Context: an optimization exercise on an open-source flow, tuned for small area, a short achievable clock period and few clock cycles. The choices shown serve that exercise and are no tape-out recipe. In this exercise RTL edits were held to simulation tests only and were not proved equivalent to the original. Power and IR drop assume default switching activity.

## flow/flow/run.sh

```bash
#!/bin/bash
set -euo pipefail
bash standard.sh SETUP_SLACK_MARGIN=8.25 \
  "BUFFER_PORTS_ARGS=-buffer_cell sky130_fd_sc_hd__buf_1" \
  "CTS_ARGS=-sink_clustering_enable -repair_clock_nets -sink_clustering_size 16 -sink_clustering_max_diameter 60 -dont_use_dummy_load -buf_list sky130_fd_sc_hd__clkbuf_8" \
  finish > standard_flow.log 2>&1
```

## flow/design.v

```verilog
module rs485_frame_asm (
    input  wire         clk,
    input  wire         rst,
    input  wire [255:0] addr_map,
    input  wire         in_valid,
    input  wire [7:0]   in_data,
    output wire         in_ready,
    output wire         out_valid,
    output wire [7:0]   out_data,
    output wire         out_last,
    input  wire         out_ready,
    output wire         idle
);
    localparam integer R  = 264;         
    localparam integer TD = 3;           
    localparam integer NT = R >> TD;
    localparam integer K  = 3;           
    localparam [8:0]   RM = 9'd263;
    function [15:0] crcstep;
        input [15:0] c;
        input [7:0]  b;
        integer i;
        reg [15:0] r;
        begin
            r = c ^ {8'h00, b};
            for (i = 0; i < 8; i = i + 1)
                r = r[0] ? ((r >> 1) ^ 16'hA001) : (r >> 1);
            crcstep = r;
        end
    endfunction
    function [8:0] inc9;
        input [8:0] x;
        inc9 = (x == RM) ? 9'd0 : x + 9'd1;
    endfunction
    function [8:0] dec9;
        input [8:0] x;
        dec9 = (x == 9'd0) ? RM : x - 9'd1;
    endfunction
    function [8:0] subm;
        input [8:0] a;
        input [8:0] b;
        reg [9:0] d;
        begin
            d = {1'b0, a} - {1'b0, b};
            subm = d[9] ? (d[8:0] + 9'd264) : d[8:0];
        end
    endfunction
    reg [8*R-1:0] ring;
    reg [8:0]     Tn;             
    reg [8:0]     Tnn;            
    reg [255:0]   addr_mask;
    reg [7:0]     ib0, ib1;       
    reg [1:0]     icnt;
    reg           in_ready_r;
    reg [8:0]     wp;             
    reg           pbv;            
    reg [7:0]     pb;
    reg           pia_r;          
    reg           pins_v;         
    reg [2:0]     pins_q;         
    reg           pdead;          
    reg [K-1:0]   ev;             
    reg [K-1:0]   enk;            
    reg [8:0]     est  [0:K-1];   
    reg [15:0]    ecrc [0:K-1];
    reg [8:0]     erem [0:K-1];   
    reg [3:0]     eb   [0:K-1];   
    reg [K-1:0]   ehv;            
    reg [2:0]     ehq  [0:K-1];   
    reg [K*K-1:0] older;          
    reg [K-1:0]   lp_done;        
    reg [K-1:0]   lp_pass;        
    reg           lp_03;
    reg [8:0]     qs [0:7];       
    reg [3:0]     qh, qm, qt;     
    reg           ef;             
    reg           ov_v;           
    reg [8:0]     ov;
    reg           ovh_v;          
    reg [2:0]     ovh_q;
    reg           ins_v;          
    reg [8:0]     ins_s;          
    reg [3:0]     ins_b;          
    reg [K-1:0]   ins_nw;         
    reg           resc;           
    reg [8:0]     rs;
    reg           ov_skip;        
    reg           rsk;            
    reg [1:0]     rsk_i;
    reg [8:0]     rsk_rem;
    reg           ord_v;          
    reg [8:0]     rd_s;
    reg [1:0]     rd_i;           
    reg [8:0]     rd_rem;         
    reg [8:0]     rd_st;          
    reg           out_valid_r, out_last_r;
    reg [7:0]     out_data_r;
    reg           out_last_h;
    reg [7:0]     out_data_h;
    reg           idle_r;
    assign in_ready  = in_ready_r;
    assign out_valid = out_valid_r;
    assign out_data  = out_data_r;
    assign out_last  = out_last_r;
    assign idle      = idle_r;
    integer k, j;
    wire       pend   = (qm != qt);
    wire       q_emitted = (qh != qm);
    wire [3:0] qcount = qt - qh;
    wire       q_full = (qcount == 4'd8);
    wire [3:0] qt_m1  = qt - 4'd1;
    wire [2:0] qx_i   = ins_v ? qt_m1[2:0] : qm[2:0];
    wire [8:0] qx     = qs[qx_i];
    wire [8:0] P0s    = qx;
    wire [8:0] tls    = qx;
    reg blocked;
    always @(*) begin
        blocked = 1'b0;
        for (k = 0; k < K; k = k + 1)
            if (ev[k] && eb[k] == qm) blocked = 1'b1;
    end
    wire emit = pend & ~ef & ~blocked & ~ins_v;
    reg [K-1:0] e_host_em;
    always @(*) begin
        for (k = 0; k < K; k = k + 1)
            e_host_em[k] = emit & ehv[k] & (ehq[k] == qm[2:0]);
    end
    wire trig_cond = ov_v & ~(|ev) & ~pend & ~ins_v & ~resc;
    wire ring_empty = ~ord_v & (qh == qt) & ~(|ev) & ~ov_v & ~ins_v &
                      ~pia_r & ~cons_last & ~resc;
    wire [8:0] wp1 = inc9(wp);
    reg  [K-1:0] e_oldest;
    always @(*) begin
        for (k = 0; k < K; k = k + 1) begin
            e_oldest[k] = ev[k];
            for (j = 0; j < K; j = j + 1)
                if (j != k && ev[j] && older[j*K+k]) e_oldest[k] = 1'b0;
        end
    end
    reg  [8:0] oldest;
    reg        oldest_v;
    wire       ins_oldest = ins_v & (qh == qm) & ~(|(ev & ~ins_nw));
    always @(*) begin
        oldest_v = 1'b1;
        oldest   = ov;
        if (ord_v)                                    oldest = rd_s;
        else if (q_emitted)                           oldest = qs[qh[2:0]];
        else if (ins_oldest)                          oldest = ins_s;
        else if (pend && !blocked)                    oldest = qs[qh[2:0]];
        else if (|ev) begin
            for (k = 0; k < K; k = k + 1)
                if (e_oldest[k]) oldest = est[k];
        end else if (ins_v)                           oldest = ins_s;
        else                                          oldest_v = ov_v;
    end
    wire m_wp0 = (oldest_v & (oldest == wp))  | (ov_v & (ov == wp));
    wire m_wp1 = (oldest_v & (oldest == wp1)) | (ov_v & (ov == wp1));
    reg  wl0, wl1, cons_last, sync_r;
    wire wp_live   = cons_last ? wl1 : wl0;
    wire can_write = ring_empty | (sync_r & ~wp_live);
    wire [7:0] rtap = ring[8*R-1 -: 8];    
    wire live_consume = ~resc & (icnt != 2'd0) & ~ins_v & ~trig_cond & can_write;
    wire resc_consume = resc & ~rsk & (rs == Tn) & (rs != wp) & ~ins_v;
    wire resc_skip    = resc & rsk & (rs == Tn) & (rs != wp);
    wire consume = live_consume | resc_consume;
    wire [7:0] cbyte = resc ? rtap : ib0;
    wire [8:0] cslot = resc ? rs : Tn;
    wire [8:0] prev_slot = dec9(resc ? rs : wp);
    wire       prev_isaddr = pbv & addr_mask[pb];
    reg [K-1:0] e_done, e_pass;
    always @(*) begin
        for (k = 0; k < K; k = k + 1) begin
            e_done[k] = ev[k] & lp_done[k];
            e_pass[k] = e_done[k] & lp_pass[k];
        end
    end
    reg [K-1:0] p1_oh, p2_oh;
    reg [1:0]   p1_i, p2_i;
    reg         p1_v, p2_v;
    always @(*) begin
        for (k = 0; k < K; k = k + 1) begin
            p1_oh[k] = e_pass[k];
            for (j = 0; j < K; j = j + 1)
                if (j != k && e_pass[j] && older[j*K+k]) p1_oh[k] = 1'b0;
        end
        for (k = 0; k < K; k = k + 1) begin
            p2_oh[k] = e_pass[k] & ~p1_oh[k];
            for (j = 0; j < K; j = j + 1)
                if (j != k && e_pass[j] && !p1_oh[j] && older[j*K+k]) p2_oh[k] = 1'b0;
        end
        p1_v = |p1_oh; p2_v = |p2_oh;
        p1_i = p1_oh[1] ? 2'd1 : p1_oh[2] ? 2'd2 : 2'd0;
        p2_i = p2_oh[1] ? 2'd1 : p2_oh[2] ? 2'd2 : 2'd0;
    end
    reg [K-1:0] nw_p1, nw_p2;     
    always @(*) begin
        for (k = 0; k < K; k = k + 1) begin
            nw_p1[k] = (k[1:0] != p1_i) & older[p1_i*K+k];
            nw_p2[k] = (k[1:0] != p2_i) & older[p2_i*K+k];
        end
    end
    wire p1_host  = ehv[p1_i];
    wire conflict = (eb[p1_i] != qt);              
    wire tr_ovl   = consume & p1_v & p1_host;
    wire tr_two   = consume & p1_v & ~p1_host & p2_v;
    wire ins_fr   = p1_v & ~p1_host & ~p2_v & ~conflict & ~q_full;
    wire ins_fast = consume & ins_fr;
    wire ins_slow = consume & p1_v & ~p1_host & ~ins_fr;
    wire sp_pop   = ins_v & (qt != ins_b);
    wire sp_trunc = ins_v & ~sp_pop & q_full;
    wire sp_ins   = ins_v & ~sp_pop & ~q_full;
    reg        tr_v;
    reg [8:0]  tr_s;
    reg        tr_hv;
    reg [2:0]  tr_hq;
    reg [K-1:0] tr_kill;
    always @(*) begin
        tr_v = 1'b0; tr_s = 9'd0; tr_hv = 1'b0; tr_hq = 3'd0; tr_kill = {K{1'b0}};
        if (tr_ovl) begin
            tr_v = 1'b1; tr_s = est[p1_i]; tr_hv = 1'b1; tr_hq = ehq[p1_i];
            tr_kill = nw_p1;
        end else if (tr_two) begin
            tr_v = 1'b1; tr_s = est[p2_i]; tr_hv = ehv[p2_i]; tr_hq = ehq[p2_i];
            tr_kill = nw_p2;
        end else if (sp_pop) begin
            tr_v = 1'b1; tr_s = tls;
            for (k = 0; k < K; k = k + 1)
                tr_kill[k] = (eb[k] == qt);
        end else if (sp_trunc) begin
            tr_v = 1'b1; tr_s = ins_s;
            tr_kill = ins_nw;
        end
    end
    wire cr_want = consume & prev_isaddr & lp_03;
    wire       nh_v = ins_fast | pins_v;
    wire [2:0] nh_q = ins_fast ? qt[2:0] : pins_q;
    wire       pins_em = pins_v & emit & (pins_q == qm[2:0]);
    wire       nh_dead = pdead | pins_em;
    reg [1:0] free_i;
    reg       free_v;
    always @(*) begin
        free_v = 1'b0; free_i = 2'd0;
        for (k = K - 1; k >= 0; k = k - 1)
            if (!ev[k]) begin free_v = 1'b1; free_i = k[1:0]; end
    end
    wire cr_ok  = cr_want & ~ov_v & ~nh_dead;
    wire cr_do  = cr_ok & free_v;
    wire cr_ovf = cr_ok & ~free_v & ~tr_v;
    wire [3:0] qt1 = qt + 4'd1;
    wire [7:0] tapv [0:NT-1];
    genvar gt;
    generate
        for (gt = 0; gt < NT; gt = gt + 1) begin : g_tap
            assign tapv[gt] = ring[8*(((gt+1)<<TD)-1) +: 8];
        end
    endgenerate
    wire       oal      = (rd_st[TD-1:0] == {TD{1'b1}});
    wire [7:0] obyte    = tapv[rd_st[8:TD]];
    wire       out_free = ~out_valid_r | out_ready;
    wire       rd_take  = ord_v & oal & out_free;
    wire       rd_lastb = (rd_i == 2'd3) & (rd_rem == 9'd1);
    wire [3:0] qh1 = qh + 4'd1;
    reg  [8:0] pf_st;                    
    wire [8:0] rd_st_inc = (rd_st == RM) ? 9'd0 : rd_st + 9'd1;
    wire quiet = (icnt == 2'd0) & ~resc & ~ins_v & ~emit & ~trig_cond &
                 ~q_emitted & ~ord_v & ~out_valid_r;
    wire [7:0] rtap2 = ring[8*(R-1)-1 -: 8];    
    wire       la_resc = (resc & (rs != wp)) | trig_cond;
    reg  [7:0] nb;
    always @(*) begin
        if (la_resc)                         nb = rtap2;
        else if (live_consume)               nb = (icnt == 2'd2) ? ib1 : in_data;
        else                                 nb = (icnt != 2'd0) ? ib0 : in_data;
    end
    reg [15:0] crc_nx [0:K-1];
    reg [K-1:0] done_nx;
    always @(*) begin
        for (k = 0; k < K; k = k + 1) begin
            if (cr_do && free_i == k[1:0]) begin
                crc_nx[k]  = ecrc[k];
                done_nx[k] = 1'b0;
            end else if (consume && ev[k]) begin
                crc_nx[k]  = crcstep(ecrc[k], cbyte);
                done_nx[k] = enk[k] & (erem[k] == 9'd2);
            end else begin
                crc_nx[k]  = ecrc[k];
                done_nx[k] = enk[k] & (erem[k] == 9'd1);
            end
        end
    end
    always @(posedge clk) begin
        ring <= {ring[8*(R-1)-1:0], live_consume ? ib0 : rtap};
    end
    wire push = in_valid & in_ready_r;
    wire [1:0] icnt_n = icnt + {1'b0, push} - {1'b0, live_consume};
    always @(posedge clk) begin
        if (rst) begin
            addr_mask <= addr_map;
            Tn  <= 9'd1;
            Tnn <= 9'd2;
            sync_r <= 1'b0;
            cons_last <= 1'b0;
            wl0 <= 1'b0;
            wl1 <= 1'b0;
            icnt <= 2'd0;
            in_ready_r <= 1'b0;
            wp <= 9'd0;
            pbv <= 1'b0;
            pia_r <= 1'b0;
            pins_v <= 1'b0;
            pdead <= 1'b0;
            ev <= {K{1'b0}};
            ehv <= {K{1'b0}};
            qh <= 4'd0; qm <= 4'd0; qt <= 4'd0;
            ef <= 1'b0;
            ov_v <= 1'b0;
            ovh_v <= 1'b0;
            ov_skip <= 1'b0;
            rsk <= 1'b0;
            ins_v <= 1'b0;
            resc <= 1'b0;
            ord_v <= 1'b0;
            out_valid_r <= 1'b0;
            idle_r <= 1'b1;
        end else begin
            Tn  <= Tnn;
            Tnn <= inc9(Tnn);
            pia_r <= prev_isaddr;
            wl0 <= m_wp0;
            wl1 <= m_wp1;
            cons_last <= live_consume;
            sync_r <= live_consume | (wp == Tnn);
            icnt <= icnt_n;
            in_ready_r <= (icnt_n != 2'd2);
            if (live_consume) wp <= Tnn;
            if (consume) begin
                pbv         <= 1'b1;
                pins_v      <= ins_fast;
                pdead       <= 1'b0;
            end else if (sp_ins) begin
                pins_v      <= 1'b1;
            end else if (ins_v) begin
                pins_v      <= 1'b0;
            end else if (pins_em) begin
                pins_v      <= 1'b0;
                pdead       <= 1'b1;
            end
            for (k = 0; k < K; k = k + 1) begin
                if ((ins_fast && nw_p1[k]) || (sp_ins && ins_nw[k]))
                    ehv[k] <= 1'b1;
                if (e_host_em[k] || tr_kill[k] || (consume && e_done[k]))
                    ev[k] <= 1'b0;
                if (cr_do && free_i == k[1:0]) begin
                    ev[k]   <= ~tr_v;
                    ehv[k]  <= nh_v;
                end
            end
            if (cr_ovf) begin
                ov_v  <= 1'b1;
                ov_skip <= 1'b0;
                ovh_v <= nh_v;
            end else if (tr_v) begin
                ovh_v <= tr_hv;
                ov_v  <= 1'b1;
                ov_skip <= 1'b0;
                if (emit && tr_hv && tr_hq == qm[2:0]) begin
                    ovh_v <= 1'b0;
                    ov_skip <= 1'b1;
                end
            end else if (emit && ov_v && ovh_v && ovh_q == qm[2:0]) begin
                ovh_v <= 1'b0;
                ov_skip <= 1'b1;
            end else if (trig_cond) begin
                ov_v <= 1'b0;
            end else if ((ins_fast || sp_ins) && ov_v && !ovh_v) begin
                ovh_v <= 1'b1;
            end
            ef <= live_consume ? 1'b0 : (ef | emit);
            if (ins_fast || sp_ins) qt <= qt + 4'd1;
            else if (sp_pop) qt <= qt - 4'd1;
            if (emit) qm <= qm + 4'd1;
            if (ins_slow) begin
                ins_v  <= 1'b1;
            end else if (sp_trunc || sp_ins) begin
                ins_v <= 1'b0;
            end
            if (trig_cond) begin
                resc <= 1'b1;
                rsk  <= ov_skip;
                pbv  <= 1'b0;
                pins_v <= 1'b0;
            end else if (resc) begin
                if (rs == wp) resc <= 1'b0;
                if (resc_skip && rsk_i == 2'd3 && rsk_rem == 9'd1) rsk <= 1'b0;
            end
            if (!ord_v) begin
                if (q_emitted) begin
                    ord_v <= 1'b1;
                    qh    <= qh1;
                end
            end else if (rd_take && rd_lastb) begin
                if (q_emitted) qh <= qh1;
                else ord_v <= 1'b0;
            end
            if (rd_take) out_valid_r <= 1'b1;
            else if (out_ready) out_valid_r <= 1'b0;
            idle_r <= quiet & ~push;
        end
    end
    always @(posedge clk) begin
        lp_03 <= (nb == 8'h03);
        for (k = 0; k < K; k = k + 1) begin
            lp_done[k] <= done_nx[k];
            lp_pass[k] <= (crc_nx[k] == {8'h00, nb});
        end
        pf_st <= subm(Tnn, qs[qh[2:0]]);
        case (icnt)
            2'd0: if (push) ib0 <= in_data;
            2'd1: begin
                if (push && live_consume) ib0 <= in_data;
                else if (push) ib1 <= in_data;
            end
            default: if (live_consume) ib0 <= ib1;
        endcase
        if (consume) pb <= cbyte;
        if (consume || sp_ins) pins_q <= qt[2:0];
        for (k = 0; k < K; k = k + 1) begin
            if ((ins_fast && nw_p1[k]) || (sp_ins && ins_nw[k])) begin
                eb[k]  <= qt1;
                ehq[k] <= qt[2:0];
            end
            if (consume && ev[k]) begin
                ecrc[k] <= crcstep(ecrc[k], cbyte);
                if (!enk[k]) begin
                    enk[k]  <= 1'b1;
                    erem[k] <= {1'b0, cbyte} + 9'd2;
                end else begin
                    erem[k] <= erem[k] - 9'd1;
                end
            end
            if (cr_do && free_i == k[1:0]) begin
                enk[k]  <= 1'b0;
                est[k]  <= prev_slot;
                ecrc[k] <= crcstep(crcstep(16'hFFFF, pb), 8'h03);
                eb[k]   <= ins_fast ? qt1 : qt;
                ehq[k]  <= nh_q;
                for (j = 0; j < K; j = j + 1)
                    if (j != k) begin
                        older[j*K+k] <= 1'b1;
                        older[k*K+j] <= 1'b0;
                    end
            end
        end
        if (cr_ovf) begin
            ov    <= prev_slot;
            ovh_q <= nh_q;
        end else if (tr_v) begin
            ovh_q <= tr_hq;
            ov    <= (emit && tr_hv && tr_hq == qm[2:0]) ? P0s : tr_s;
        end else if (emit && ov_v && ovh_v && ovh_q == qm[2:0]) begin
            ov    <= P0s;
        end else if ((ins_fast || sp_ins) && ov_v && !ovh_v) begin
            ovh_q <= qt[2:0];
        end
        if (consume && p1_v && !q_full) qs[qt[2:0]] <= est[p1_i];
        else if (sp_ins) qs[qt[2:0]] <= ins_s;
        if (consume && p1_v) begin
            ins_s  <= est[p1_i];
            ins_b  <= eb[p1_i];
            ins_nw <= (nw_p1 | (cr_do ? (1 << free_i) : {K{1'b0}})) &
                      ~(p2_v ? nw_p2 | (1 << p2_i) : {K{1'b0}});
        end else if (ins_v) begin
            ins_nw <= ins_nw & ~tr_kill;
        end
        if (trig_cond) begin
            rs    <= ov;
            rsk_i <= 2'd0;
        end else if (resc) begin
            if (resc_consume || resc_skip) rs <= inc9(rs);
            if (resc_skip) begin
                if (rsk_i != 2'd3) rsk_i <= rsk_i + 2'd1;
                if (rsk_i == 2'd2) rsk_rem <= {1'b0, rtap} + 9'd2;
                else if (rsk_i == 2'd3) rsk_rem <= rsk_rem - 9'd1;
            end
        end
        if (!ord_v) begin
            rd_s  <= qs[qh[2:0]];
            rd_i  <= 2'd0;
            rd_st <= pf_st;
        end else if (rd_take) begin
            rd_s <= inc9(rd_s);
            if (rd_i != 2'd3) rd_i <= rd_i + 2'd1;
            if (rd_i == 2'd2) rd_rem <= {1'b0, obyte} + 9'd2;
            else rd_rem <= rd_rem - 9'd1;
            if (rd_lastb) begin
                rd_s  <= qs[qh[2:0]];
                rd_i  <= 2'd0;
                rd_st <= pf_st;
            end
        end else begin
            rd_st <= rd_st_inc;
        end
        out_data_r <= rd_take ? obyte : out_data_h;
        out_last_r <= rd_take ? rd_lastb : out_last_h;
        if (rd_take || !out_valid_r) begin
            out_data_h <= obyte;
            out_last_h <= rd_lastb;
        end
    end
endmodule
```

## flow/constraint.sdc

```tcl
create_clock -name core_clock -period 12.0 [get_ports {clk}]
set_input_delay 2.4000 -clock core_clock [delete_from_list [all_inputs] [get_ports {clk}]]
set_output_delay 2.4000 -clock core_clock [all_outputs]
set_load 0.01 [all_outputs]
```

## flow/standard.sh

```bash
#!/bin/bash
# synth_recipe.tcl (not shown) runs the flow's synth.tcl, then flattens the netlist and writes it again
# the make line also repeats each setting of config.mk as NAME=value (left out here)
make -C /OpenROAD-flow-scripts/flow DESIGN_CONFIG=/design/flow/config.mk WORK_HOME=/design/flow/orfs CLKGATE_MAP_FILE= SYNTH_SCRIPT=/design/flow/synth_recipe.tcl "${@:-finish}"
```

## flow/config.mk

```make
export PLATFORM = sky130hd
export DESIGN_NAME = rs485_frame_asm
export DESIGN_NICKNAME = rs485_frame_asm
export VERILOG_FILES = /design/flow/design.v
export SDC_FILE = /design/flow/constraint.sdc
export NUM_CORES = 8
export LEC_CHECK = 0
export CAP_MARGIN = 20
export CORE_MARGIN = 2
export CORE_UTILIZATION = 60
export CTS_CLUSTER_DIAMETER = 80
export CTS_CLUSTER_SIZE = 24
export PLACE_DENSITY = 0.7
export SLEW_MARGIN = 20
export SYNTH_MEMORY_MAX_BITS = 4096
```

==> results of run 1 <==
[where the power goes]
part / total (uW) / internal [uW] / switching [uW]
clock network: 4150 / 1510 / 2640
registers: 10600 / 10200 / 357
logic: 3090 / 1280 / 1810
[metal layers]
| metal | track usage (%) | wire length, um | up-vias |
|---|---|---|---|
| met4 | 7.79 | 4860 | 14 |
| met3 | 4.59 | 12900 | 348 |
| met2 | 37.8 | 76700 | 1651 |
| met1 | 38.7 | 81200 | 21215 |
| li1 | - | - | 20030 |
| met5 | 0 | 92 | - |
[area by class of cell]
| cell class | count | area share, % |
|---|---|---|
| tap | 1755 | 2.51 |
| multi-input combinational | 2459 | 20.9 |
| clock buffer | 204 | 3.20 |
| sequential | 2779 | 69.4 |
| timing repair buffer | 483 | 3.73 |
| antenna | 9 | 0.0257 |
| inverter | 61 | 0.294 |
[synthesized netlist by cell type, types with 9 or more instances]
cell and n:
sky130_fd_sc_hd__nand4_1 51, sky130_fd_sc_hd__or4_1 13, sky130_fd_sc_hd__and3_1 29, sky130_fd_sc_hd__o31ai_1 22, sky130_fd_sc_hd__a211oi_1 36, sky130_fd_sc_hd__nor2_1 286, sky130_fd_sc_hd__a221oi_1 21, sky130_fd_sc_hd__a22o_1 13
sky130_fd_sc_hd__edfxtp_1 512, sky130_fd_sc_hd__mux2_2 44, sky130_fd_sc_hd__nand2_1 389, sky130_fd_sc_hd__clkbuf_1 141, sky130_fd_sc_hd__mux2i_1 113, sky130_fd_sc_hd__and4_1 9, sky130_fd_sc_hd__nand2b_1 29, sky130_fd_sc_hd__o211ai_1 26
sky130_fd_sc_hd__inv_1 56, sky130_fd_sc_hd__nor2b_1 28, sky130_fd_sc_hd__xnor2_1 213, sky130_fd_sc_hd__nor3b_1 13, sky130_fd_sc_hd__buf_1 31, sky130_fd_sc_hd__nand3_1 90, sky130_fd_sc_hd__a21oi_1 132, sky130_fd_sc_hd__dfxtp_1 2267
sky130_fd_sc_hd__nor4_1 47, sky130_fd_sc_hd__ha_1 48, sky130_fd_sc_hd__nor3_1 70, sky130_fd_sc_hd__or2_2 16, sky130_fd_sc_hd__a41oi_1 10, sky130_fd_sc_hd__a22oi_1 139, sky130_fd_sc_hd__a21o_1 11, sky130_fd_sc_hd__o22ai_1 24
sky130_fd_sc_hd__xor2_1 136, sky130_fd_sc_hd__o21ai_0 112, sky130_fd_sc_hd__a31oi_1 32, sky130_fd_sc_hd__and2_1 9, sky130_fd_sc_hd__mux4_2 84, sky130_fd_sc_hd__buf_2 27
[registers in the layout, indices dropped and copies added (netlist names), 8 cells and up, named ones only]
signal	count
Tnn	9
ib1	8
qs	72
ring	2112
out_data_r	8
erem	27
rd_rem	9
ov	9
ecrc	48
rsk_rem	9
rs	9
addr_mask	256
pf_st	9
ib0	8
rd_st	9
pb	8
ehq	9
Tn	9
wp	9
eb	12
out_data_h	8
est	27
ins_s	9
rd_s	9
[metrics by stage]
stage	cell area, um2	setup slack [ns]	hold slack (ns)	std cells	power [uW]
2_1_floorplan	79200	8.08	0.310	5506	12400
3_3_place_gp	82400	6.52	0.309	7413	13400
3_5_place_dp	82400	6.46	0.312	7413	13400
4_1_cts	86500	8.05	0.257	7679	17700
5_1_grt	87600	8.07	0.268	7746	18500
6_report	87600	8.14	0.263	7750	17800
[logic make-up after synthesis]
logic type | synth area share, %
flops | 76.7
simple gates | 6.75
compound gates | 5.94
xor+xnor | 3.95
buf+inv | 1.35
mux | 4.49
fa+ha+maj | 0.784
[worst min path at each step]
stage,depth (start not counted),slack [ns],to,startpoint
final,0,0.26,ring[1291],ring[1283]
after global routing,0,0.27,ring[1364],ring[1356]
after CTS,0,0.26,ring[1291],ring[1283]
after detailed placement,0,0.31,ring[1018],ring[1010]
after global placement,0,0.31,ring[1639],ring[1631]
after floorplan,0,0.31,ring[1000],ring[992]
[repair_timing]
item / CTS / global route
hold endpoints to repair: 0 / 0
setup endpoints to repair: 511 / 377
setup buffers: 58 / 53
cloned: 4 / 9
resized for setup: 153 / 107
pin swaps: 23 / 29
==> out/qor.log, run 1 <==
[cells_and_area] area taken by flip-flops and latches 0.0608 mm2
[global_route] first-pass GRT wire length 259,000 um
[cells_and_area] area growth from synthesis to layout 10.7%
[synthesis] number of distinct library cell variants in the gate-level netlist after synthesis 99
[critical_path] Critical R2R Capture ehq[1][1]
[cts] maximum clock insertion buffer count 3
[synthesis] library cell occupying the most area in the post-synthesis netlist sky130_fd_sc_hd__dfxtp_1
[cells_and_area] total area of multi-input combinational cells 0.0183 mm2
[timing] Least-Margin Pin Slew 1.01 ns
[timing] Relative slew margins 32.0%
[critical_path] setup slack of the worst register-to-register path 8.28 ns
[hold_path] worst hold path class flop to flop
[timing] final worst clock skew 0.109 ns
[critical_path] launch point of the critical path out_valid_r
[critical_path] data arrival time at the worst-slack endpoint 1.46 ns
[critical_path] critical path start-end classification flop to output port
[synthesis] dominant synthesized flop cell sky130_fd_sc_hd__dfxtp_1
[cells_and_area] # nets final 6,305
[critical_path] kind of cell adding the most delay to the critical path flip-flops
[critical_path] Slowest cell on crit path sky130_fd_sc_hd__dfxtp_4
[outcome] result of the run finished clean
[die] die height 367 um
[drt] First DRT Iteration DRCs 4,540
[pwr] leakage power of the design 0.0328 uW
[cells_and_area] fraction of layout instances using a drive strength above 1 12.6%
[drt] DRC Markers 0
[synthesis] netlist area before placement 0.0792 mm2
[critical_path] Data required, critical path 9.60 ns
[timing] Final setup violation count 0
[global_route] all-layer global routing usage 25.6%
[timing] share of the clock period used by the worst path after layout 32.1%
[cells_and_area] commonest non-fill, non-tap cells in the layout sky130_fd_sc_hd__dfxtp_1, sky130_fd_sc_hd__edfxtp_1, sky130_fd_sc_hd__nand2_1
[critical_path] kind of start point of the critical path flop
[critical_path] endpoint of the worst setup timing path out_valid
[critical_path] cell depth of the worst flop-to-flop path 12
[pwr] PwrDens 203 mW/mm2
[die] width of the die 367 um
[global_route] initial antenna violation count 16
[drt] antenna-violating nets left 0
[die] placement row count 133
[cts] CTS clk-pin slew, worst paths 0.10 ns
[cts] number of buffers added to fix hold violations after cts 0
[cells_and_area] final core utilization 66.7%
[drt] first-pass iteration count of the detailed router 6
[critical_path] critical path depth in cells 1
[drt] via/cell ratio 5.58
[synthesis] fraction of registers with async set/reset 0%
[timing] Max Freq 0.259 GHz
[critical_path] crit-path cells buf_6
[synthesis] count of warnings emitted by yosys 10
[synthesis] number of flops mapped to enable cells by yosys 512
[timing] Final Hold Violating Endpoints 0
[cts] CTS sink cnt 2,779
[synthesis] syn avg cell area 14.4 um2
[synthesis] leading cell types by total area after synthesis sky130_fd_sc_hd__dfxtp_1, sky130_fd_sc_hd__edfxtp_1, sky130_fd_sc_hd__mux4_2, sky130_fd_sc_hd__xnor2_1, sky130_fd_sc_hd__nand2_1
[placement] global placer's final weighted congestion 0.897
[die] placeable core region 0.131 mm2
[critical_path] Max FO, Critical Path 2
[cts] number of buffers created by CTS 204
[placement] port buffer count 279
[global_route] maximum number of pins on one net before global-route repair 163
[synthesis] Syn Nets 5,823
[cells_and_area] number of fill cells in the layout 9,264
[synthesis] Syn Inst Count 5,506
[timing] RSZ-0062 raised after global routing yes
[cts] Clk Latency, worst-skew pair 0.95 ns
[timing] time the final worst path needs with I/O delays and setup 3.86 ns
[cts] clock tree from TritonCTS built
[critical_path] worst path buffer plus inverter count 1
[die] Initial Utilization 60.3%
[pwr] IR Drop Worst-Case VDD 0.130 mV
[timing] Final Max Slew Viols 0
[cells_and_area] leading cell type in the layout, fill and taps excluded sky130_fd_sc_hd__dfxtp_1
[cts] H-tree depth reported by CTS 4
[timing] Post-Route Setup TNS 0 ns
[placement] DP Wirelength 117,000 um
[synthesis] total of flip-flops plus latches after synthesis 2,779
[critical_path] RR Startpoint pb[0]
[die] Die Outline Area 0.135 mm2
[critical_path] kind of capture point of the worst setup path output port
[cts] master cell of the clock root buffer sky130_fd_sc_hd__clkbuf_8
[drt] detailed-route via count 43,258
[global_route] final global-route overflow total 0
[run] max-cap violations 0
[critical_path] CP peak stage delay 0.41 ns
[synthesis] proportion of synthesized chip area in sequential cells 76.7%
[drt] routed wire length per instance 22.7 um
[synthesis] top-area cell type share of the netlist area 57.3%
[drt] wirelength, routed 176,000 um
[global_route] via count of the first global-routing pass 41,509
[die] number of top-level pins 280
Testbench counts, summed over its fixed seeds: cycles 17,077.
==> inputs of run 2 (changes only) <==
--- a/flow/flow/run.sh
+++ b/flow/flow/run.sh
@@ -2,3 +2,3 @@
 set -euo pipefail
-bash standard.sh SETUP_SLACK_MARGIN=8.25 \
+bash standard.sh SETUP_SLACK_MARGIN=8 \
   "BUFFER_PORTS_ARGS=-buffer_cell sky130_fd_sc_hd__buf_1" \
--- a/flow/config.mk
+++ b/flow/config.mk
@@ -7,2 +7,3 @@
 export LEC_CHECK = 0
+export ABC_AREA = 1
 export CAP_MARGIN = 20
==> out/qor.log, run 2 <==
[global_route] final global-route overflow total 0 [unchanged]
[synthesis] total of flip-flops plus latches after synthesis 2,779 [unchanged]
[critical_path] RR Startpoint rd_st[8]
[placement] DP Wirelength 124,000 um [+6.0%]
[synthesis] share of the synthesized area in compound gates (AO/OA/AOI/OAI) 6.64% [+0.70 points]
[global_route] maximum number of pins on one net before global-route repair 128 [-21%]
[global_route] via count of the first global-routing pass 44,404 [+7.0%]
[die] Initial Utilization 60.5% [+0.20 points]
[synthesis] Post-Synth Simple-Gate Area 10.7% [+4.0 points]
[cells_and_area] fraction of layout instances using a drive strength above 1 6.73% [-5.8 points]
[timing] RSZ-0062 raised after global routing no
[cts] maximum clock insertion buffer count 3 [unchanged]
[critical_path] kind of capture point of the worst setup path flop
[synthesis] adder and majority cell fraction of the synthesized area 0.779% [-0.0046 points]
[cells_and_area] final core utilization 65.3% [-1.4 points]
[drt] antenna-violating nets left 0 [unchanged]
[hold_path] Hold Path Origin ring[1945]
[timing] time the final worst path needs with I/O delays and setup 3.99 ns [+0.133 ns]
[timing] Final setup violation count 0 [unchanged]
[critical_path] crit-path cells inv_2 -> nand2_2 -> inv_2 -> buf_4 -> nand2_1 -> clkinv_1 -> buf_4 -> a22o_1 -> a221oi_1 -> nand2_1 -> nor4_1 -> nand2_1 -> nand2_1 -> o21ai_0
[synthesis] library cell occupying the most area in the post-synthesis netlist sky130_fd_sc_hd__dfxtp_1
[timing] Least-Margin Pin Slew 1.11 ns [+0.104 ns]
[die] width of the die 368 um [+0.29%]
[global_route] initial antenna violation count 14 [-2]
[cells_and_area] # nets final 7,333 [+16%]
[pwr] IR Drop Worst-Case VDD 0.140 mV [+7.9%]
[die] Die Outline Area 0.136 mm2 [+0.59%]
[timing] Max Freq 0.251 GHz [-3.3%]
[cells_and_area] area growth from synthesis to layout 7.94%
[timing] share of the clock period used by the worst path after layout 33.3% [+1.1 points]
[cts] H-tree depth reported by CTS 4 [unchanged]
[synthesis] top-area cell type share of the netlist area 57.0% [-0.34 points]
[pwr] PwrDens 210 mW/mm2 [+3.2%]
[cells_and_area] leading cell type in the layout, fill and taps excluded sky130_fd_sc_hd__dfxtp_1
[cells_and_area] top register by number of flip-flops ring
[drt] first-pass iteration count of the detailed router 8 [+2]
[critical_path] kind of start point of the critical path flop
[synthesis] library cell with the highest instance count after synthesis sky130_fd_sc_hd__dfxtp_1
[synthesis] count of warnings emitted by yosys 10 [unchanged]
[critical_path] Critical R2R Capture rd_rem[0]
[critical_path] Max FO, Critical Path 38 [+36]
[placement] port buffer count 279 [unchanged]
[synthesis] netlist area before placement 0.0796 mm2 [+0.59%]
[synthesis] syn avg cell area 12.0 um2 [-16%]
[cells_and_area] number of fill cells in the layout 9,845 [+6.3%]
[synthesis] combinational family with the most area after synthesis simple AND/OR/NAND/NOR gates
[cts] clock tree from TritonCTS built
[hold_path] capture endpoint of the worst hold path ring[1953]
[critical_path] Data required, critical path 12.64 ns [+3.04 ns]
[timing] Post-Route Setup TNS 0 ns [unchanged]
[drt] DRC Markers 0 [unchanged]
[placement] global placer's final weighted congestion 0.954 [+6.3%]
[global_route] first-pass GRT wire length 267,000 um [+2.9%]
[critical_path] Most Frequent Cell on Critical Path sky130_fd_sc_hd__nand2_1
[synthesis] Synth Area in XOR/XNOR 1.99% [-2.0 points]
[synthesis] Syn Nets 6,928 [+19%]
[cts] CTS sink cnt 2,779 [unchanged]
[synthesis] number of distinct library cell variants in the gate-level netlist after synthesis 71 [-28%]
[synthesis] Syn Inst Count 6,611 [+20%]
[global_route] all-layer global routing usage 26.1% [+0.54 points]
[die] placement row count 133 [unchanged]
[hold_path] worst hold path class flop to flop
[placement] Post-DP Area 0.0825 mm2 [about the same]
[critical_path] cell depth of the worst flop-to-flop path 14 [+2]
[timing] worst hold margin 0.259 ns [-0.00418 ns]
[synthesis] commonest cells in the synthesized netlist sky130_fd_sc_hd__dfxtp_1, sky130_fd_sc_hd__nand2_1, sky130_fd_sc_hd__nor2_1, sky130_fd_sc_hd__edfxtp_1, sky130_fd_sc_hd__o21ai_0
[critical_path] critical path depth in cells 14 [+13]
[cts] CTS clk-pin slew, worst paths 0.09 ns [about the same]
[die] number of top-level pins 280 [unchanged]
[hold_path] Hold Crit Depth 0 [unchanged]
[cts] number of buffers created by CTS 205 [+0.49%]
[drt] routed wire length per instance 20.5 um [-9.8%]
[synthesis] proportion of synthesized chip area in sequential cells 76.3% [-0.45 points]
[cts] Clk Latency, worst-skew pair 0.95 ns [about the same]
[die] placeable core region 0.132 mm2 [+0.25%]
[drt] detailed-route via count 46,981 [+8.6%]
[critical_path] setup slack of the worst register-to-register path 8.01 ns [-0.27 ns]
[critical_path] kind of cell adding the most delay to the critical path simple AND/OR/NAND/NOR gates
[drt] First DRT Iteration DRCs 4,539 [-0.022%]
[synthesis] mux share of post-synthesis cell area 0.214% [-4.3 points]
[run] max-cap violations 0 [unchanged]
[cells_and_area] fin cells 8,780 [+13%]
[cells_and_area] commonest non-fill, non-tap cells in the layout sky130_fd_sc_hd__dfxtp_1, sky130_fd_sc_hd__nand2_1, sky130_fd_sc_hd__nor2_1
[synthesis] leading cell types by total area after synthesis sky130_fd_sc_hd__dfxtp_1, sky130_fd_sc_hd__edfxtp_1, sky130_fd_sc_hd__nand2_1, sky130_fd_sc_hd__o21ai_0, sky130_fd_sc_hd__nor2_1
[critical_path] critical path start-end classification flop to flop
[critical_path] data arrival time at the worst-slack endpoint 4.63 ns [+3.17 ns]
[critical_path] Slowest cell on crit path sky130_fd_sc_hd__nor4_1
[synthesis] fraction of registers with async set/reset 0% [unchanged]
[timing] Final Max Slew Viols 0 [unchanged]
[cts] master cell of the clock root buffer sky130_fd_sc_hd__clkbuf_8
[drt] wirelength, routed 180,000 um [+2.2%]
[critical_path] worst path buffer plus inverter count 5 [+4]
[pwr] leakage power of the design 0.0346 uW [+5.5%]
[die] die height 368 um [+0.29%]
[timing] Relative slew margins 25.1% [-6.8 points]
[timing] final worst clock skew 0.110 ns [+0.000505 ns]
[timing] Final Hold Violating Endpoints 0 [unchanged]
[outcome] result of the run finished clean
[synthesis] dominant synthesized flop cell sky130_fd_sc_hd__dfxtp_1
[cells_and_area] flip-flop count of the largest register after layout 2,112 [unchanged]
[placement] Inst Count DP 8,525 [+15%]
[cells_and_area] Final Cell Area 0.0860 mm2 [-1.9%]
[drt] via/cell ratio 5.35 [-4.1%]
[synthesis] number of flops mapped to enable cells by yosys 512 [unchanged]
[critical_path] CP peak stage delay 0.77 ns [+0.36 ns]
[run 2: cell count changes in the layout (fill, tap and decap cells not counted), sizes merged, moves of 84 or more]
cell and change:
mux4 -84, buf -102, a22oi -124, nand3 +130
nor2 +279, xnor2 -140, o21ai +405, inv +387
nand2 +658, mux2i -96
[run 2: report_power, final]
group | internal [uW] | switching (uW) | leakage (uW)
Sequential | 10200 | 267 | 0.0232
Clock | 1520 | 2630 | 0.00147
Combinational | 993 | 2450 | 0.00993
[run 2: stage by stage]
stage	total power, uW	worst slack [ns]
6_report	18000	8.01
5_1_grt	18800	7.98
4_1_cts	18000	7.99
3_5_place_dp	13900	6.47
3_3_place_gp	13800	6.56
2_1_floorplan	12700	8.04
[run 2: how the worst max path moves through the flow]
stage	start	to	slack [ns]
after detailed placement	rst	addr_mask[224]	6.47
after floorplan	out_ready	rd_st[6]	8.04
final	rd_st[8]	rd_rem[0]	8.01
after global routing	qt[0]	ov[7]	7.98
after CTS	pb[1]	ehq[2][2]	7.99
after global placement	rst	addr_mask[224]	6.56
[run 2: layer usage]
metal	track usage, %	share of wire, %
met5	0	0.022
met4	9.06	3.3
met3	4.20	7.5
met2	40.1	44
met1	37.9	45
[run 2: timing repair]
action	in CTS	in global routing
resized for setup	49	46
pin swaps	4	4
hold buffers	0	0
setup buffers	13	21
setup endpoints to repair	306	174
gates cloned	3	2
[run 2: cell families after synthesis]
family / Yosys count
compound gates: 927
xor+xnor: 180
mux: 17
simple gates: 2010
buf+inv: 649
fa+ha+maj: 49
flops: 2779
[run 2: layout make-up]
type / count / area, um2 / share of cell area (%)
Sequential cell: 2779 / 60800 / 70.7
Clock buffer: 205 / 2820 / 3.28
Tap cell: 1755 / 2200 / 2.55
Inverter: 471 / 1850 / 2.15
Timing Repair inverter: 2 / 10.0 / 0.0116
Multi-Input combinational cell: 3186 / 16500 / 19.2
Timing Repair Buffer: 371 / 1810 / 2.11
Antenna cell: 11 / 27.5 / 0.0320
==> inputs of run 3 (changes only) <==
==> flow/flow/run.sh (replaced) <==
#!/bin/bash
set -euo pipefail
bash standard.sh SETUP_SLACK_MARGIN=8.25 \
  "BUFFER_PORTS_ARGS=-buffer_cell sky130_fd_sc_hd__buf_1" \
  "CTS_ARGS=-sink_clustering_enable -repair_clock_nets -sink_clustering_size 16 -sink_clustering_max_diameter 60 -dont_use_dummy_load -buf_list sky130_fd_sc_hd__clkbuf_8 -root_buf sky130_fd_sc_hd__clkbuf_16" \
  finish > standard_flow.log 2>&1
==> out/qor.log, run 3 <==
[outcome] result of the run finished clean
[cts] number of buffers added to fix hold violations after cts 0 [unchanged]
[global_route] maximum number of pins on one net before global-route repair 128 [unchanged]
[cts] number of buffers created by CTS 203 [-0.98%]
[cells_and_area] flip-flop count of the largest register after layout 2,112 [unchanged]
[timing] Least-Margin Pin Slew 1.19 ns [+0.0750 ns]
[pwr] leakage power of the design 0.0349 uW [+0.76%]
[drt] First DRT Iteration DRCs 4,630 [+2.0%]
[critical_path] endpoint of the worst setup timing path wp[1]
[timing] Post-Route Setup TNS 0 ns [unchanged]
[cells_and_area] top register by number of flip-flops ring
[cells_and_area] final core utilization 65.8% [+0.47 points]
[cells_and_area] area growth from synthesis to layout 8.71%
[placement] global placer's final weighted congestion 0.983 [+3.1%]
[timing] share of the clock period used by the worst path after layout 31.3% [-1.9 points]
[synthesis] top-area cell type share of the netlist area 57.0% [unchanged]
[drt] detailed-route via count 47,356 [+0.80%]
[synthesis] total of flip-flops plus latches after synthesis 2,779 [unchanged]
[synthesis] netlist area before placement 0.0796 mm2 [unchanged]
[pwr] PnR Total Power 18,200 uW [+0.96%]
[critical_path] data arrival time at the worst-slack endpoint 4.38 ns [-0.25 ns]
[timing] Final setup violation count 0 [unchanged]
[placement] post-place setup slack 6.85 ns [+0.379 ns]
[cells_and_area] leading cell type in the layout, fill and taps excluded sky130_fd_sc_hd__dfxtp_1
[cells_and_area] fraction of layout instances using a drive strength above 1 7.46% [+0.73 points]
[cells_and_area] Final Cell Area 0.0866 mm2 [+0.72%]
[die] placeable core region 0.132 mm2 [unchanged]
[timing] final worst setup slack 8.24 ns [+0.234 ns]
[pwr] PwrDens 210 mW/mm2 [+0.24%]
[critical_path] Critical R2R Capture qs[5][8]
[hold_path] worst hold path class flop to flop
[cells_and_area] commonest non-fill, non-tap cells in the layout sky130_fd_sc_hd__dfxtp_1, sky130_fd_sc_hd__nand2_1, sky130_fd_sc_hd__nor2_1
[synthesis] Syn Inst Count 6,611 [unchanged]
[global_route] initial antenna violation count 37 [+23]
[die] Initial Utilization 60.5% [unchanged]
[synthesis] library cell with the highest instance count after synthesis sky130_fd_sc_hd__dfxtp_1
[timing] final worst clock skew 0.144 ns [+0.0341 ns]
[placement] DP Wirelength 125,000 um [+0.40%]
[cts] Clk Latency, worst-skew pair 0.83 ns [-0.12 ns]
[global_route] via count of the first global-routing pass 45,153 [+1.7%]
[cts] maximum clock insertion buffer count 3 [unchanged]
[drt] antenna-violating nets left 0 [unchanged]
[synthesis] dominant synthesized flop cell sky130_fd_sc_hd__dfxtp_1
[critical_path] RR Startpoint qt[0]
[cells_and_area] # nets final 7,353 [+0.27%]
[synthesis] number of distinct library cell variants in the gate-level netlist after synthesis 71 [unchanged]
[timing] Max Freq 0.266 GHz [+6.2%]
[timing] RSZ-0062 raised after global routing yes
[die] Die Outline Area 0.136 mm2 [unchanged]
[run] max-cap violations 0 [unchanged]
[critical_path] setup slack of the worst register-to-register path 8.32 ns [+0.31 ns]
[die] number of top-level pins 280 [unchanged]
[pwr] IR Drop Worst-Case VDD 0.135 mV [-3.7%]
[critical_path] kind of capture point of the worst setup path flop
[global_route] first-pass GRT wire length 272,000 um [+2.0%]
[drt] via/cell ratio 5.37 [+0.33%]
[synthesis] commonest cells in the synthesized netlist sky130_fd_sc_hd__dfxtp_1, sky130_fd_sc_hd__nand2_1, sky130_fd_sc_hd__nor2_1, sky130_fd_sc_hd__edfxtp_1, sky130_fd_sc_hd__o21ai_0
[placement] port buffer count 279 [unchanged]
[cts] master cell of the clock root buffer sky130_fd_sc_hd__clkbuf_16
[global_route] all-layer global routing usage 26.6% [+0.50 points]
[critical_path] kind of start point of the critical path primary input
[global_route] final global-route overflow total 0 [unchanged]
[synthesis] count of warnings emitted by yosys 10 [unchanged]
[cts] CTS sink cnt 2,779 [unchanged]
[timing] Relative slew margins 20.9% [-4.2 points]
[critical_path] launch point of the critical path rst
[cts] H-tree depth reported by CTS 4 [unchanged]
[drt] DRC Markers 0 [unchanged]
[synthesis] number of flops mapped to enable cells by yosys 512 [unchanged]
[synthesis] proportion of synthesized chip area in sequential cells 76.3% [unchanged]
[cells_and_area] number of fill cells in the layout 9,889 [+0.45%]
[die] die height 368 um [unchanged]
[die] width of the die 368 um [unchanged]
[critical_path] critical path start-end classification primary input to flop
[timing] time the final worst path needs with I/O delays and setup 3.76 ns [-0.234 ns]
[drt] first-pass iteration count of the detailed router 9 [+1]
[synthesis] syn avg cell area 12.0 um2 [unchanged]
[critical_path] Data required, critical path 12.63 ns [about the same]
[synthesis] library cell occupying the most area in the post-synthesis netlist sky130_fd_sc_hd__dfxtp_1
[timing] Final Hold Violating Endpoints 0 [unchanged]
[cts] CTS clk-pin slew, worst paths 0.09 ns [about the same]
[drt] wirelength, routed 184,000 um [+2.6%]
[timing] Final Max Slew Viols 0 [unchanged]
[synthesis] leading cell types by total area after synthesis sky130_fd_sc_hd__dfxtp_1, sky130_fd_sc_hd__edfxtp_1, sky130_fd_sc_hd__nand2_1, sky130_fd_sc_hd__o21ai_0, sky130_fd_sc_hd__nor2_1
[die] placement row count 133 [unchanged]
[cts] clock tree from TritonCTS built
[critical_path] cell depth of the worst flop-to-flop path 14 [unchanged]
[synthesis] fraction of registers with async set/reset 0% [unchanged]
[drt] routed wire length per instance 20.9 um [+2.1%]
[synthesis] Syn Nets 6,928 [unchanged]
[placement] Post-DP Area 0.0825 mm2 [about the same]
[critical_path] Max FO, Critical Path 23 [-39%]
-- run 3: changes by cell type in the layout (fill, tap and decap cells not counted), moves of 4 or more --
cell                         delta
sky130_fd_sc_hd__clkinvlp_4     +4
sky130_fd_sc_hd__buf_12         +7
sky130_fd_sc_hd__clkbuf_8       -5
sky130_fd_sc_hd__dfxtp_2        +9
sky130_fd_sc_hd__o21ai_2        +5
sky130_fd_sc_hd__nand2_2        -5
sky130_fd_sc_hd__diode_2       +21
sky130_fd_sc_hd__nor3_4         +5
sky130_fd_sc_hd__buf_1          -8
sky130_fd_sc_hd__nand2_4        +5
sky130_fd_sc_hd__dfxtp_1       -10
sky130_fd_sc_hd__buf_6          +9
sky130_fd_sc_hd__buf_2          +5
-- run 3: cell type report --
cell class / count / area (um2) / share of cell area [%]
flip-flops and latches: 2779 / 60800 / 70.2
multi-input cells: 3187 / 16700 / 19.2
clock buffers: 203 / 2810 / 3.24
well taps: 1755 / 2200 / 2.54
repair buffers: 388 / 2110 / 2.44
inverters: 471 / 1910 / 2.20
diodes: 32 / 80.1 / 0.0925
repair inverters: 6 / 41.3 / 0.0477
-- run 3: worst max-delay path: stages --
cell                       delay (ns)
sky130_fd_sc_hd__clkbuf_4        0.39
sky130_fd_sc_hd__clkinv_1        0.74
sky130_fd_sc_hd__nand2_1         0.68
sky130_fd_sc_hd__o22ai_1         0.15
-- run 3: metrics by stage --
stage | cells | hold slack [ns]
global route | 8818 | 0.193
global placement | 8524 | 0.310
detailed placement | 8524 | 0.312
floorplan | 6611 | 0.310
finish | 8821 | 0.220
CTS | 8750 | 0.177
-- run 3: cell families (layout without fill, tap and decap cells) --
logic type / count (synthesis) / in the layout / share of synthesized area [%]
DFF: 2779 / 2779 / 76.3
and+or+nand+nor: 2010 / 2014 / 10.7
adders and majority gates: 49 / 49 / 0.779
other: 0 / 32 / 0
muxes: 17 / 17 / 0.214
AOI/OAI and AO/OA: 927 / 927 / 6.64
buffers and inverters: 649 / 1068 / 3.36
xor gates and xnor gates: 180 / 180 / 1.99
-- run 3: layer usage --
metal	routed length, um	vias up	GRT usage, %
met4	9050	10	12.9
met3	13600	473	5.23
met2	82200	1942	41.0
met1	79400	22448	36.3
li1	-	22483	-
met5	56	-	0
-- run 3: worst min path at each step --
stage	startpoint	endpoint	slack (ns)	cells past startpoint
floorplan	ring[992]	ring[1000]	0.31	0
global route	ring[53]	ring[61]	0.19	0
finish	ring[53]	ring[61]	0.22	0
global placement	ring[1385]	ring[1393]	0.31	0
CTS	ring[53]	ring[61]	0.18	0
detailed placement	ring[367]	ring[375]	0.31	0
-- run 3: repair_timing --
action	CTS	global route
setup buffers	19	29
endpoints found under the setup margin	506	257
gates resized for setup	89	82
pin swaps	6	7
cloned	4	8
-- run 3: where the power goes --
group | switching [uW] | internal [uW] | total (uW)
registers | 282 | 10200 | 10500
clock network | 2650 | 1520 | 4170
logic | 2510 | 1060 | 3580
==> inputs of run 4 (changes only) <==
==> flow/flow/run.sh (replaced) <==
#!/bin/bash
set -euo pipefail
bash standard.sh SETUP_SLACK_MARGIN=8.25 \
  "BUFFER_PORTS_ARGS=-buffer_cell sky130_fd_sc_hd__buf_1" \
  "CTS_ARGS=-sink_clustering_enable -repair_clock_nets -sink_clustering_size 20 -sink_clustering_max_diameter 60 -dont_use_dummy_load -buf_list sky130_fd_sc_hd__clkbuf_8" \
  finish > standard_flow.log 2>&1
==> out/qor.log, run 4 <==
[synthesis] library cell occupying the most area in the post-synthesis netlist sky130_fd_sc_hd__dfxtp_1
[cells_and_area] fraction of layout instances using a drive strength above 1 7.17% [-0.29 points]
[critical_path] CP peak stage delay 0.42 ns [-0.32 ns]
[pwr] IR Drop Worst-Case VDD 0.126 mV [-6.4%]
[cells_and_area] fin cells 8,787 [-0.39%]
[critical_path] kind of start point of the critical path flop
[cts] clock tree from TritonCTS built
[cts] CTS sink cnt 2,779 [unchanged]
[synthesis] proportion of synthesized chip area in sequential cells 76.3% [unchanged]
[drt] via/cell ratio 5.32 [-0.85%]
[synthesis] commonest cells in the synthesized netlist sky130_fd_sc_hd__dfxtp_1, sky130_fd_sc_hd__nand2_1, sky130_fd_sc_hd__nor2_1, sky130_fd_sc_hd__edfxtp_1, sky130_fd_sc_hd__o21ai_0
[timing] final worst clock skew 0.116 ns [-0.0277 ns]
[pwr] leakage power of the design 0.0346 uW [-0.62%]
[synthesis] top-area cell type share of the netlist area 57.0% [unchanged]
[cells_and_area] leading cell type in the layout, fill and taps excluded sky130_fd_sc_hd__dfxtp_1
[critical_path] crit-path cells buf_6
[cells_and_area] flip-flop count of the largest register after layout 2,112 [unchanged]
[timing] Final Max Slew Viols 0 [unchanged]
[timing] Relative slew margins 21.9% [+0.93 points]
[critical_path] critical path start-end classification flop to output port
[critical_path] Slowest cell on crit path sky130_fd_sc_hd__dfxtp_4
[synthesis] number of flops mapped to enable cells by yosys 512 [unchanged]
[die] placeable core region 0.132 mm2 [unchanged]
[global_route] initial antenna violation count 36 [-2.7%]
[die] Initial Utilization 60.5% [unchanged]
[synthesis] leading cell types by total area after synthesis sky130_fd_sc_hd__dfxtp_1, sky130_fd_sc_hd__edfxtp_1, sky130_fd_sc_hd__nand2_1, sky130_fd_sc_hd__o21ai_0, sky130_fd_sc_hd__nor2_1
[timing] Final Hold Violating Endpoints 0 [unchanged]
[cts] maximum clock insertion buffer count 3 [unchanged]
[pwr] PwrDens 208 mW/mm2 [-1.1%]
[cts] CTS clk-pin slew, worst paths 0.12 ns [+0.03 ns]
[timing] RSZ-0062 raised after global routing yes
[outcome] result of the run finished clean
[global_route] maximum number of pins on one net before global-route repair 128 [unchanged]
[die] number of top-level pins 280 [unchanged]
[pwr] PnR Total Power 17,900 uW [-1.6%]
[synthesis] fraction of registers with async set/reset 0% [unchanged]
[timing] Max Freq 0.262 GHz [-1.5%]
[global_route] all-layer global routing usage 26.6% [-0.046 points]
[timing] Final setup violation count 0 [unchanged]
[placement] global placer's final weighted congestion 0.983 [unchanged]
[critical_path] Max FO, Critical Path 2 [-91%]
[drt] first-pass iteration count of the detailed router 6 [-3]
[placement] Inst Count DP 8,524 [unchanged]
[timing] time the final worst path needs with I/O delays and setup 3.81 ns [+0.0562 ns]
[cts] H-tree depth reported by CTS 4 [unchanged]
[placement] DP Wirelength 125,000 um [unchanged]
[critical_path] data arrival time at the worst-slack endpoint 1.41 ns [-2.97 ns]
[drt] detailed-route via count 46,773 [-1.2%]
[drt] DRC Markers 0 [unchanged]
[synthesis] library cell with the highest instance count after synthesis sky130_fd_sc_hd__dfxtp_1
[drt] wirelength, routed 183,000 um [-0.88%]
[drt] routed wire length per instance 20.8 um [-0.50%]
[hold_path] worst hold path class flop to flop
[timing] Least-Margin Pin Slew 1.17 ns [-0.0139 ns]
[cells_and_area] # nets final 7,321 [-0.44%]
[critical_path] worst path buffer plus inverter count 1 [-1]
[global_route] first-pass GRT wire length 271,000 um [-0.32%]
[synthesis] netlist area before placement 0.0796 mm2 [unchanged]
[critical_path] Data required, critical path 9.60 ns [-3.03 ns]
[cts] number of buffers created by CTS 178 [-12%]
[synthesis] dominant synthesized flop cell sky130_fd_sc_hd__dfxtp_1
[cts] Clk Latency, worst-skew pair 0.96 ns [+0.13 ns]
[cells_and_area] area growth from synthesis to layout 8.17%
[timing] share of the clock period used by the worst path after layout 31.8% [+0.47 points]
[synthesis] count of warnings emitted by yosys 10 [unchanged]
[timing] Post-Route Setup TNS 0 ns [unchanged]
[cells_and_area] number of fill cells in the layout 9,929 [+0.40%]
[cts] master cell of the clock root buffer sky130_fd_sc_hd__clkbuf_8
[global_route] via count of the first global-routing pass 44,860 [-0.65%]
[critical_path] kind of cell adding the most delay to the critical path flip-flops
[run] max-cap violations 0 [unchanged]
[drt] First DRT Iteration DRCs 4,334 [-6.4%]
[die] width of the die 368 um [unchanged]
[synthesis] number of distinct library cell variants in the gate-level netlist after synthesis 71 [unchanged]
[synthesis] Syn Inst Count 6,611 [unchanged]
[synthesis] total of flip-flops plus latches after synthesis 2,779 [unchanged]
[placement] port buffer count 279 [unchanged]
[cells_and_area] top register by number of flip-flops ring
[die] die height 368 um [unchanged]
[cells_and_area] commonest non-fill, non-tap cells in the layout sky130_fd_sc_hd__dfxtp_1, sky130_fd_sc_hd__nand2_1, sky130_fd_sc_hd__nor2_1
[global_route] final global-route overflow total 0 [unchanged]
[drt] antenna-violating nets left 0 [unchanged]
[critical_path] kind of capture point of the worst setup path output port
[die] placement row count 133 [unchanged]
[synthesis] Syn Nets 6,928 [unchanged]
[die] Die Outline Area 0.136 mm2 [unchanged]
[synthesis] syn avg cell area 12.0 um2 [unchanged]
run 4: cell count changes in the layout (fill, tap and decap cells not counted), moves of 3 or more:
cell	before	now
sky130_fd_sc_hd__buf_4	86	89
sky130_fd_sc_hd__clkbuf_8	202	178
sky130_fd_sc_hd__o21ai_1	41	46
sky130_fd_sc_hd__o21ai_0	472	468
sky130_fd_sc_hd__buf_1	269	266
sky130_fd_sc_hd__buf_12	10	6
run 4: what timing repair did:
action / 4_1_cts / 5_1_grt
hold buffers: 0 / 0
endpoints found under the setup margin: 419 / 292
resized for setup: 97 / 90
gates cloned: 4 / 3
setup buffers: 25 / 22
pin swaps: 6 / 6
run 4: kinds of logic (layout without fill, tap and decap cells):
logic type / count (synthesis) / after routing / share of synthesized area [%]
flip-flops: 2779 / 2779 / 76.3
AND/OR/NAND/NOR: 2010 / 2013 / 10.7
AO/OA/AOI/OAI: 927 / 927 / 6.64
buffers and inverters: 649 / 1037 / 3.36
XOR/XNOR: 180 / 180 / 1.99
adder cells (fa/ha/maj): 49 / 49 / 0.779
multiplexers: 17 / 17 / 0.214
other: 0 / 30 / 0
run 4: per-stage QoR:
| step | cell area [um2] | setup WS, ns | hold slack (ns) | util, % |
|---|---|---|---|---|
| 2_1_floorplan | 79700 | 8.34 | 0.310 | - |
| 3_3_place_gp | 82500 | 7.04 | 0.310 | 62.7 |
| 3_5_place_dp | 82500 | 6.85 | 0.312 | 62.7 |
| 4_1_cts | 85500 | 8.09 | 0.250 | 65.0 |
| 5_1_grt | 86100 | 8.10 | 0.265 | 65.4 |
| 6_report | 86200 | 8.19 | 0.261 | 65.4 |
run 4: final cells by class:
cell class | instances | area, um2 | share of cell area (%)
well taps | 1755 | 2200 | 2.55
inverters | 471 | 1900 | 2.21
multi-input cells | 3186 | 16700 | 19.3
flip-flops and latches | 2779 | 60800 | 70.6
repair buffers | 385 | 2060 | 2.39
clock buffers | 178 | 2450 | 2.84
repair inverters | 3 | 17.5 | 0.0203
diodes | 30 | 75.1 | 0.0871
run 4: power breakdown:
group,leakage [uW],internal (uW),switching (uW),total [uW]
Combinational,0.0102,1050,2480,3530
Sequential,0.0232,10200,284,10500
Clock,0.00128,1330,2590,3930
Total,0.0346,12600,5350,17900
run 4: path summary, 6_finish.rpt:
kind / startpoint / to / slack (ns) / depth (start not counted)
max reg2reg: qm[2] / ov[7] / 8.35 / 9
max: out_valid_r / out_valid / 8.19 / 1
min: ring[1060] / ring[1068] / 0.26 / 0
min reg2reg: ring[1060] / ring[1068] / 0.26 / 0
run 4: per-layer routing:
metal | vias up | wire length [um] | track usage, %
li1 | 22409 | - | -
met1 | 22166 | 78800 | 36.3
met2 | 1756 | 82000 | 41.3
met3 | 434 | 13100 | 4.99
met4 | 8 | 8760 | 12.4
met5 | - | 55 | 0
==> inputs of run 5 (changes only) <==
==> flow/run.sh (new file) <==
#!/bin/bash
# synth_recipe.tcl (not shown) runs the flow's synth.tcl, then flattens the netlist and writes it again
# the make line also repeats each setting of config.mk as NAME=value (left out here)
make -C /OpenROAD-flow-scripts/flow DESIGN_CONFIG=/design/flow/config.mk WORK_HOME=/design/flow/orfs CLKGATE_MAP_FILE= SYNTH_SCRIPT=/design/flow/synth_recipe.tcl finish
--- a/flow/config.mk
+++ b/flow/config.mk
@@ -14,2 +14,3 @@
 export PLACE_DENSITY = 0.7
+export SETUP_SLACK_MARGIN = 5
 export SLEW_MARGIN = 20
removed: flow/flow/run.sh
removed: flow/standard.sh
==> out/qor.log, run 5 <==
[cells_and_area] # nets final 7,230 [-1.2%]
[cts] CTS clk-pin slew, worst paths 0.10 ns [-0.02 ns]
[critical_path] kind of capture point of the worst setup path flop
[pwr] PwrDens 215 mW/mm2 [+3.2%]
[critical_path] critical path depth in cells 19 [+18]
[cells_and_area] flip-flop count of the largest register after layout 2,112 [unchanged]
[cells_and_area] total area of multi-input combinational cells 0.0163 mm2 [-2.4%]
[synthesis] Syn Inst Count 6,611 [unchanged]
[cells_and_area] top register by number of flip-flops ring
[critical_path] kind of start point of the critical path flop
[die] placement row count 133 [unchanged]
[critical_path] data arrival time at the worst-slack endpoint 5.77 ns [+4.36 ns]
[drt] DRC Markers 0 [unchanged]
[cells_and_area] area taken by flip-flops and latches 0.0608 mm2 [about the same]
[cts] master cell of the clock root buffer sky130_fd_sc_hd__clkbuf_16
[timing] Post-Route Setup TNS 0 ns [unchanged]
[cells_and_area] fraction of layout instances using a drive strength above 1 4.97% [-2.2 points]
[hold_path] worst hold path class flop to flop
[drt] antenna-violating nets left 0 [unchanged]
[cts] clock tree from TritonCTS built
[cells_and_area] commonest non-fill, non-tap cells in the layout sky130_fd_sc_hd__dfxtp_1, sky130_fd_sc_hd__nand2_1, sky130_fd_sc_hd__nor2_1
[global_route] most crowded layer after global routing met2
[global_route] via count of the first global-routing pass 44,429 [-0.96%]
[cts] number of buffers created by CTS 138 [-22%]
[cts] Resize count post-CTS 0 [-100%]
[die] Initial Utilization 60.5% [unchanged]
[hold_path] Hold Path Origin ring[580]
[pwr] leakage power of the design 0.0357 uW [+3.0%]
[global_route] first-pass GRT wire length 271,000 um [about the same]
[timing] Final setup violation count 0 [unchanged]
[timing] Max Freq 0.191 GHz [-27%]
[placement] port buffer count 279 [unchanged]
[synthesis] commonest cells in the synthesized netlist sky130_fd_sc_hd__dfxtp_1, sky130_fd_sc_hd__nand2_1, sky130_fd_sc_hd__nor2_1, sky130_fd_sc_hd__edfxtp_1, sky130_fd_sc_hd__o21ai_0
[critical_path] endpoint of the worst setup timing path ov[7]
[cts] CTS sink cnt 2,779 [unchanged]
[drt] First DRT Iteration DRCs 4,691 [+8.2%]
[critical_path] worst path buffer plus inverter count 2 [+1]
[global_route] GR met3 Demand/Resource 3.84% [-1.2 points]
[critical_path] cell depth of the worst flop-to-flop path 19 [+10]
[outcome] result of the run finished clean
[synthesis] library cell occupying the most area in the post-synthesis netlist sky130_fd_sc_hd__dfxtp_1
[critical_path] critical path start-end classification flop to flop
[timing] final worst clock skew 0.0503 ns [-0.0657 ns]
[synthesis] total of flip-flops plus latches after synthesis 2,779 [unchanged]
[die] Die Outline Area 0.136 mm2 [unchanged]
[timing] Least-Margin Pin Slew 1.14 ns [-0.0299 ns]
[synthesis] number of distinct library cell variants in the gate-level netlist after synthesis 71 [unchanged]
[synthesis] count of warnings emitted by yosys 10 [unchanged]
[timing] Final Hold Violating Endpoints 0 [unchanged]
[global_route] met2 track demand over resource 42.4% [+1.1 points]
[critical_path] Slowest cell on crit path sky130_fd_sc_hd__dfxtp_1
[run] max-cap violations 0 [unchanged]
[timing] RSZ-0062 raised after global routing no
[global_route] final global-route overflow total 0 [unchanged]
[timing] time the final worst path needs with I/O delays and setup 5.25 ns [+1.43 ns]
[cells_and_area] leading cell type in the layout, fill and taps excluded sky130_fd_sc_hd__dfxtp_1
[placement] global placer's final weighted congestion 0.949 [-3.5%]
[placement] DP Wirelength 127,000 um [+1.4%]
[critical_path] crit-path cells inv_1 -> ha_1 -> nand2_1 -> nor2_1 -> nand3_1 -> nand2_1 -> nand3_4 -> nand2_4 -> nand2_2 -> inv_2 -> nand4_1 -> nand3_1 -> nand2_1 -> nor2_4 -> nand3_4 -> nand2_2 -> nand2_1 -> nand3_1 -> nand2_1
[drt] wirelength, routed 181,000 um [-0.73%]
[drt] routed wire length per instance 20.8 um [about the same]
[global_route] initial antenna violation count 7 [-81%]
[cells_and_area] number of fill cells in the layout 9,596 [-3.4%]
[timing] Relative slew margins 23.8% [+2.0 points]
[drt] first-pass iteration count of the detailed router 6 [unchanged]
[critical_path] Max FO, Critical Path 26 [+24]
[drt] detailed-route via count 46,184 [-1.3%]
[global_route] global routing met1 resource utilization 37.8% [+1.5 points]
[cts] Clk Latency, worst-skew pair 0.81 ns [-0.15 ns]
[critical_path] Data required, critical path 12.52 ns [+2.92 ns]
[global_route] maximum number of pins on one net before global-route repair 128 [unchanged]
==> run 5: changes by cell type in the layout (fill, tap and decap cells not counted), sizes merged <==
cell           before   now
inv               444   460
bufinv              0     1
nand2            1048  1046
clkinv             14    35
clkdlybuf4s50       0   278
diode              30     6
nand3             220   219
clkinvlp           16     0
buf               381    62
clkbuf            182   167
==> run 5: cell families after synthesis <==
family / count (synthesis) / share of synthesized area (%)
simple gates: 2010 / 10.7
xor+xnor: 180 / 1.99
buf+inv: 649 / 3.36
fa+ha+maj: 49 / 0.779
compound gates: 927 / 6.64
flops: 2779 / 76.3
mux: 17 / 0.214
==> run 5: worst min path at each step <==
stage | end | cells past startpoint | slack, ns
after floorplan | ring[1000] | 0 | 0.31
after global placement | ring[409] | 0 | 0.31
after detailed placement | ring[1064] | 0 | 0.31
after CTS | ring[1194] | 0 | 0.31
after global routing | ring[588] | 0 | 0.31
final | ring[588] | 0 | 0.32
==> run 5: power by group <==
| part | switching (uW) | internal (uW) | total, uW |
|---|---|---|---|
| combinational | 2410 | 1020 | 3430 |
| sequential | 263 | 10200 | 10400 |
| clock | 2850 | 2240 | 5100 |
==> run 5: worst reg2reg max path: cells and delay by family, from the launching register on <==
| family | cells | cell delay, ns |
|---|---|---|
| simple gates | 16 | 2.75 |
| flops | 1 | 0.85 |
| fa+ha+maj | 1 | 0.45 |
| buf+inv | 2 | 0.92 |
==> run 5: area by class of cell <==
class / count / share of cell area (%)
clock buffers: 167 / 4.14
multi-input cells: 3183 / 18.4
inverters: 471 / 2.02
clock inverters: 25 / 0.486
well taps: 1755 / 2.49
flip-flops and latches: 2779 / 68.8
diodes: 6 / 0.0170
repair buffers: 340 / 3.69
==> run 5: metrics by stage <==
stage                     std cells  instance area [um2]  power [uW]  worst slack [ns]
after floorplan                6611                79600       12700              8.04
after global placement         8527                84200       13900              6.53
after detailed placement       8527                84200       14000              6.55
after CTS                      8719                88300       19000              6.84
after global routing           8722                88400       19800              6.22
final                          8726                88400       19000              6.75
==> run 5: per-layer routing <==
metal | wire length [um] | vias to the layer above
met5 | 23 | -
met4 | 5440 | 4
met3 | 11500 | 290
met2 | 83300 | 1585
met1 | 81100 | 22047
li1 | - | 22258

static timing again, ports no longer ideal:
Ports are ideal in the flow. The routed layouts listed here were re-timed in OpenROAD.
Step 1 (the two cells are an assumption about what drives the block):
set clk [get_ports {clk}]
set_driving_cell -lib_cell sky130_fd_sc_hd__clkbuf_16 $clk
set_driving_cell -lib_cell sky130_fd_sc_hd__buf_2 [delete_from_list [all_inputs] $clk]
Step 2 times the ports against the registers' clock, not the clock port: input delays grow and output delays shrink by t, the midpoint of the rising clock arrivals with the driver on.
Slacks: no drivers / after step 1 / after step 2; pairs: no drivers / after step 1.
run	t, ns	setup slack, ns	worst setup path after step 2	pins driven straight from the clock port
run 1	0.976	8.143 / 8.062 / 7.405	input to register	1
run 2	0.977	8.010 / 8.010 / 7.153	input to register	1
run 3	0.837	8.244 / 8.231 / 7.465	input to register	1
run 4	0.984	8.188 / 8.107 / 7.415	input to register	1
run 5	0.863	6.754 / 6.754 / 6.589	input to register	1
After both steps every run listed still meets setup and hold. For run 2, which loses most, drivers alone change the setup slack by 0.000 ns; drivers and shift together by -0.857 ns.
